Source: an optimization exercise on an open RTL-to-GDS flow (aim: small area, a short achievable clock period and few clock cycles per item). Production flows keep margins and buffers that such runs may drop.
At most, simulation tests tie the RTL to the original design; equivalence was not proved.
No activity file was given, so power comes from the tool's default toggle rates.

## simpledes_core
module simpledes_core (
    input  wire        clk,
    input  wire        rst,         
    input  wire [23:0] cmd,
    input  wire        cmd_valid,
    output wire        cmd_ready,
    output wire [11:0] dout,
    output wire [7:0]  status
);
    localparam [2:0] E_NONE    = 3'd0;
    localparam [2:0] E_ILLEGAL = 3'd1;
    localparam [2:0] E_RANGE   = 3'd2;
    localparam [2:0] E_NOKEY   = 3'd3;
    localparam [2:0] E_LOCKED  = 3'd4;
    function [7:0] expand;
        input [5:0] x;
        expand = {x[5], x[4], x[2], x[3], x[2], x[3], x[1], x[0]};
    endfunction
    localparam [15:0] S1B0 = 16'he155, S1B1 = 16'hac5a, S1B2 = 16'h6669;
    localparam [15:0] S2B0 = 16'h4b78, S2B1 = 16'h3ad4, S2B2 = 16'h991d;
    function [2:0] sbox1;
        input [3:0] a;
        sbox1 = {S1B2[a], S1B1[a], S1B0[a]};
    endfunction
    function [2:0] sbox2;
        input [3:0] a;
        sbox2 = {S2B2[a], S2B1[a], S2B0[a]};
    endfunction
    function [5:0] round_f;
        input [5:0] r;
        input [7:0] rk;
        reg   [7:0] x;
        begin
            x       = expand(r) ^ rk;
            round_f = {sbox1(x[7:4]), sbox2(x[3:0])};
        end
    endfunction
    reg  [8:0]  key;
    reg         kv;
    reg         dv;
    reg  [2:0]  err;
    reg  [5:0]  hl, hr;
    reg  [8:0]  rot;
    reg  [4:0]  cur;
    reg         busy;
    wire        down = !cur[4];          
    wire [3:0]  op   = cmd[23:20];
    wire [3:0]  sr   = cmd[19:16];
    wire [3:0]  er   = cmd[15:12];
    wire [11:0] data = cmd[11:0];
    wire fields_zero = (sr == 4'd0) && (er == 4'd0);
    wire is_ldkey = (op == 4'h1) && fields_zero;
    wire is_enc   = (op == 4'h2) && fields_zero;
    wire is_dec   = (op == 4'h3) && fields_zero;
    wire is_proc  = (op == 4'h4);
  ...
Size in the first run: roughly 400 cells after synthesis, about 41 flip-flops, ~48 I/O pins, about 3700 µm² of cells after synthesis.
==> module simpledes_core, before the edit <==
module simpledes_core (
    input  wire        clk,
    input  wire        rst,         
    input  wire [23:0] cmd,
    input  wire        cmd_valid,
    output wire        cmd_ready,
    output wire [11:0] dout,
    output wire [7:0]  status
);
    localparam [2:0] E_NONE    = 3'd0;
    localparam [2:0] E_ILLEGAL = 3'd1;
    localparam [2:0] E_RANGE   = 3'd2;
    localparam [2:0] E_NOKEY   = 3'd3;
    localparam [2:0] E_LOCKED  = 3'd4;
    function [7:0] expand;
        input [5:0] x;
        expand = {x[5], x[4], x[2], x[3], x[2], x[3], x[1], x[0]};
    endfunction
    localparam [15:0] S1B0 = 16'he155, S1B1 = 16'hac5a, S1B2 = 16'h6669;
    localparam [15:0] S2B0 = 16'h4b78, S2B1 = 16'h3ad4, S2B2 = 16'h991d;
    function [2:0] sbox1;
        input [3:0] a;
        sbox1 = {S1B2[a], S1B1[a], S1B0[a]};
    endfunction
    function [2:0] sbox2;
        input [3:0] a;
        sbox2 = {S2B2[a], S2B1[a], S2B0[a]};
    endfunction
    function [5:0] round_f;
        input [5:0] r;
        input [7:0] rk;
        reg   [7:0] x;
        begin
            x       = expand(r) ^ rk;
            round_f = {sbox1(x[7:4]), sbox2(x[3:0])};
        end
    endfunction
    reg  [8:0]  key;
    reg         kv;
    reg         dv;
    reg  [2:0]  err;
    reg  [5:0]  hl, hr;
    reg  [8:0]  rot;
    reg  [4:0]  cur;
    reg         busy;
    wire        down = !cur[4];          
    wire [3:0]  op   = cmd[23:20];
    wire [3:0]  sr   = cmd[19:16];
    wire [3:0]  er   = cmd[15:12];
    wire [11:0] data = cmd[11:0];
    wire fields_zero = (sr == 4'd0) && (er == 4'd0);
    wire is_ldkey = (op == 4'h1) && fields_zero;
    wire is_enc   = (op == 4'h2) && fields_zero;
    wire is_dec   = (op == 4'h3) && fields_zero;
    wire is_proc  = (op == 4'h4);
    wire illegal  = !(is_ldkey || is_enc || is_dec || is_proc);
    reg [2:0] fault;
    always @(*) begin
        if (illegal)
            fault = E_ILLEGAL;
        else if (is_ldkey)
            fault = (data[11:9] != 3'd0) ? E_RANGE : (kv ? E_LOCKED : E_NONE);
        else if (is_proc && (sr == 4'd0 || er == 4'd0))
            fault = E_RANGE;
        else if (!kv)
            fault = E_NOKEY;
        else
            fault = E_NONE;
    end
    wire issue = cmd_valid && !busy;
    wire [5:0] in_r  = data[11:6] ^ round_f(data[5:0], op[0] ? key[7:0] : key[8:1]);
    wire [5:0] st_r  = hl ^ round_f(hr, rot[8:1]);
    wire [8:0] rot_n = down ? {rot[0], rot[8:1]} : {rot[7:0], rot[8]};
    wire [3:0] idx = {sr[3], sr[2], sr[1] | (op[1] & ~op[0]), sr[0] | (op[1] & op[0])};
    wire [8:0] b0  = {key[0], key[8:1]};
    wire [8:0] b1  = idx[0] ? {b0[7:0], b0[8]}   : b0;
    wire [8:0] b2  = idx[1] ? {b1[6:0], b1[8:7]} : b1;
    wire [8:0] b3  = idx[2] ? {b2[4:0], b2[8:5]} : b2;
    wire [8:0] b4  = idx[3] ? {b3[0], b3[8:1]}   : b3;
    always @(posedge clk) begin
        if (rst) begin
            cur  <= 5'd0;
            busy <= 1'b0;
            kv   <= 1'b0;
            dv  <= 1'b0;
            err <= E_NONE;
        end else if (busy) begin
            hl  <= hr;
            hr  <= st_r;
            rot <= rot_n;
            cur <= down ? cur - 5'd1 : cur + 5'd1;
            if (cur == 5'd1 || cur == 5'h1f) busy <= 1'b0;
        end else if (issue && err == E_NONE) begin
            if (fault != E_NONE) begin
                err <= fault;
            end else if (is_ldkey) begin
                key <= data[8:0];
                kv  <= 1'b1;
            end else begin
                dv  <= 1'b1;
                rot <= b4;
                if (is_proc) begin
                    hl  <= data[11:6];
                    hr  <= data[5:0];
                    cur  <= {1'b0, sr} - {1'b0, er};
                    busy <= (sr != er);
                end else begin
                    hl  <= data[5:0];
                    hr  <= in_r;
                end
            end
        end
    end
    assign cmd_ready = !busy;
    assign dout      = {st_r, hr};
    assign status    = {3'b000, err, dv, kv};
endmodule
==> flow/config.mk <==
export PLATFORM = sky130hd
export DESIGN_NAME = simpledes_core
export DESIGN_NICKNAME = simpledes_core
export VERILOG_FILES = /design/flow/design.v
export SDC_FILE = /design/flow/constraint.sdc
export NUM_CORES = 4
export LEC_CHECK = 0
export CAP_MARGIN = 20
export CORE_MARGIN = 2
export CORE_UTILIZATION = 40
export SETUP_SLACK_MARGIN = 1.5
export SLEW_MARGIN = 20
==> flow/constraint.sdc <==
create_clock -name core_clock -period 4.5 [get_ports {clk}]
set_input_delay 0.9000 -clock core_clock [delete_from_list [all_inputs] [get_ports {clk}]]
set_output_delay 0.9000 -clock core_clock [all_outputs]
set_load 0.01 [all_outputs]
standard.sh (not shown) runs the stock make flow with config.mk's settings and CLKGATE_MAP_FILE= SYNTH_SCRIPT=/design/flow/synth_recipe.tcl, a recipe that flattens the netlist after the stock synthesis.
==> flow/flow/run.sh <==
#!/bin/bash
# Standard layout, with the port buffers made of a regular buffer cell instead of the
# delay cell buffer_ports picks by default.
set -euo pipefail
bash standard.sh "BUFFER_PORTS_ARGS=-buffer_cell sky130_fd_sc_hd__buf_2" finish > run_standard.log 2>&1
Testbench counts at the start, summed over its fixed seeds: cycles 3,073, items 1,600.
Next try:
--- a/flow/design.v
+++ b/flow/design.v
@@ -36,9 +36,19 @@
         end
     endfunction
+    function [5:0] sboxes;
+        input [7:0] x;
+        sboxes = {sbox1(x[7:4]), sbox2(x[3:0])};
+    endfunction
+    function [5:0] unexpand;
+        input [7:0] x;
+        input [7:0] k;
+        unexpand = {x[7] ^ k[7], x[6] ^ k[6], x[4] ^ k[4], x[5] ^ k[5], x[1] ^ k[1], x[0] ^ k[0]};
+    endfunction
     reg  [8:0]  key;
     reg         kv;
     reg         dv;
     reg  [2:0]  err;
-    reg  [5:0]  hl, hr;
+    reg  [5:0]  hl;
+    reg  [7:0]  hx;
     reg  [8:0]  rot;
     reg  [4:0]  cur;
@@ -69,7 +79,17 @@
     end
     wire issue = cmd_valid && !busy;
-    wire [5:0] in_r  = data[11:6] ^ round_f(data[5:0], op[0] ? key[7:0] : key[8:1]);
-    wire [5:0] st_r  = hl ^ round_f(hr, rot[8:1]);
+    wire [7:0] k1    = key[8:1];
+    wire [7:0] k2    = key[7:0];
+    wire [7:0] in_kf = op[0] ? k2 : k1;
+    wire [7:0] in_kl = op[0] ? k1 : k2;
+    wire [7:0] in_x  = expand(sboxes(expand(data[5:0]) ^ in_kf)) ^ (expand(data[11:6]) ^ in_kl);
     wire [8:0] rot_n = down ? {rot[0], rot[8:1]} : {rot[7:0], rot[8]};
+    wire [5:0] s0    = sboxes(hx);
+    wire [5:0] st_r  = hl ^ s0;                                   
+    wire [5:0] st_l  = unexpand(hx, rot[8:1]);                    
+    wire [7:0] st_x  = expand(s0) ^ (expand(hl) ^ rot_n[8:1]);   
+    wire [8:0] rot_nn = down ? {rot[1:0], rot[8:2]} : {rot[6:0], rot[8:7]};
+    wire [7:0] st_x2  = expand(sboxes(st_x)) ^ (expand(st_l) ^ rot_nn[8:1]);
+    wire       one    = (cur == 5'd1) || (cur == 5'h1f);    
     wire [3:0] idx = {sr[3], sr[2], sr[1] | (op[1] & ~op[0]), sr[0] | (op[1] & op[0])};
     wire [8:0] b0  = {key[0], key[8:1]};
@@ -86,9 +106,15 @@
             err <= E_NONE;
         end else if (busy) begin
-            hl  <= hr;
-            hr  <= st_r;
-            rot <= rot_n;
-            cur <= down ? cur - 5'd1 : cur + 5'd1;
-            if (cur == 5'd1 || cur == 5'h1f) busy <= 1'b0;
+            if (one) begin
+                hl  <= st_l;
+                hx  <= st_x;
+                rot <= rot_n;
+            end else begin
+                hl  <= st_r;
+                hx  <= st_x2;
+                rot <= rot_nn;
+            end
+            cur <= down ? cur - 5'd2 : cur + 5'd2;
+            if (one || cur == 5'd2 || cur == 5'h1e) busy <= 1'b0;
         end else if (issue && err == E_NONE) begin
             if (fault != E_NONE) begin
@@ -102,10 +128,10 @@
                 if (is_proc) begin
                     hl  <= data[11:6];
-                    hr  <= data[5:0];
+                    hx  <= expand(data[5:0]) ^ b4[8:1];
                     cur  <= {1'b0, sr} - {1'b0, er};
                     busy <= (sr != er);
                 end else begin
                     hl  <= data[5:0];
-                    hr  <= in_r;
+                    hx  <= in_x;
                 end
             end
@@ -113,5 +139,5 @@
     end
     assign cmd_ready = !busy;
-    assign dout      = {st_r, hr};
+    assign dout      = {st_r, st_l};
     assign status    = {3'b000, err, dv, kv};
 endmodule
Effect: Routed wire length went up by about 44%; hold slack degrades by 0.012 ns; clock-buffer cell count rises by 1; register-to-register slack loses 0.35 ns; synthesized area grows by 36%; total power rose by 17%.
The RTL of the second run of this note was laid out without a check of its function.

## port drivers added, routing unchanged
Ports are ideal in the flow. The routed layouts listed here were re-timed in OpenROAD.
Step 1, drivers: a clkbuf_16 drives clk and a buf_2 each remaining input, both assumed.
Step 2, shift: input delay + t, output delay - t, t = (earliest + latest rising clock arrival at the registers) / 2. This alone moves slack from input paths to output paths.
Slacks: no drivers / after step 1 / after step 2; pairs: no drivers / after step 1.
run	t, ns	setup slack, ns	worst slew at a driven data input, ns	cell pins on the clock port's net
the first run	0.322	1.417 / 1.388 / 1.330	0.04	1
the second run	0.330	1.426 / 1.414 / 1.174	0.14	1
After both steps every run listed still meets setup and hold. For the second run, which loses most, drivers alone change the setup slack by -0.012 ns; drivers and shift together by -0.252 ns.
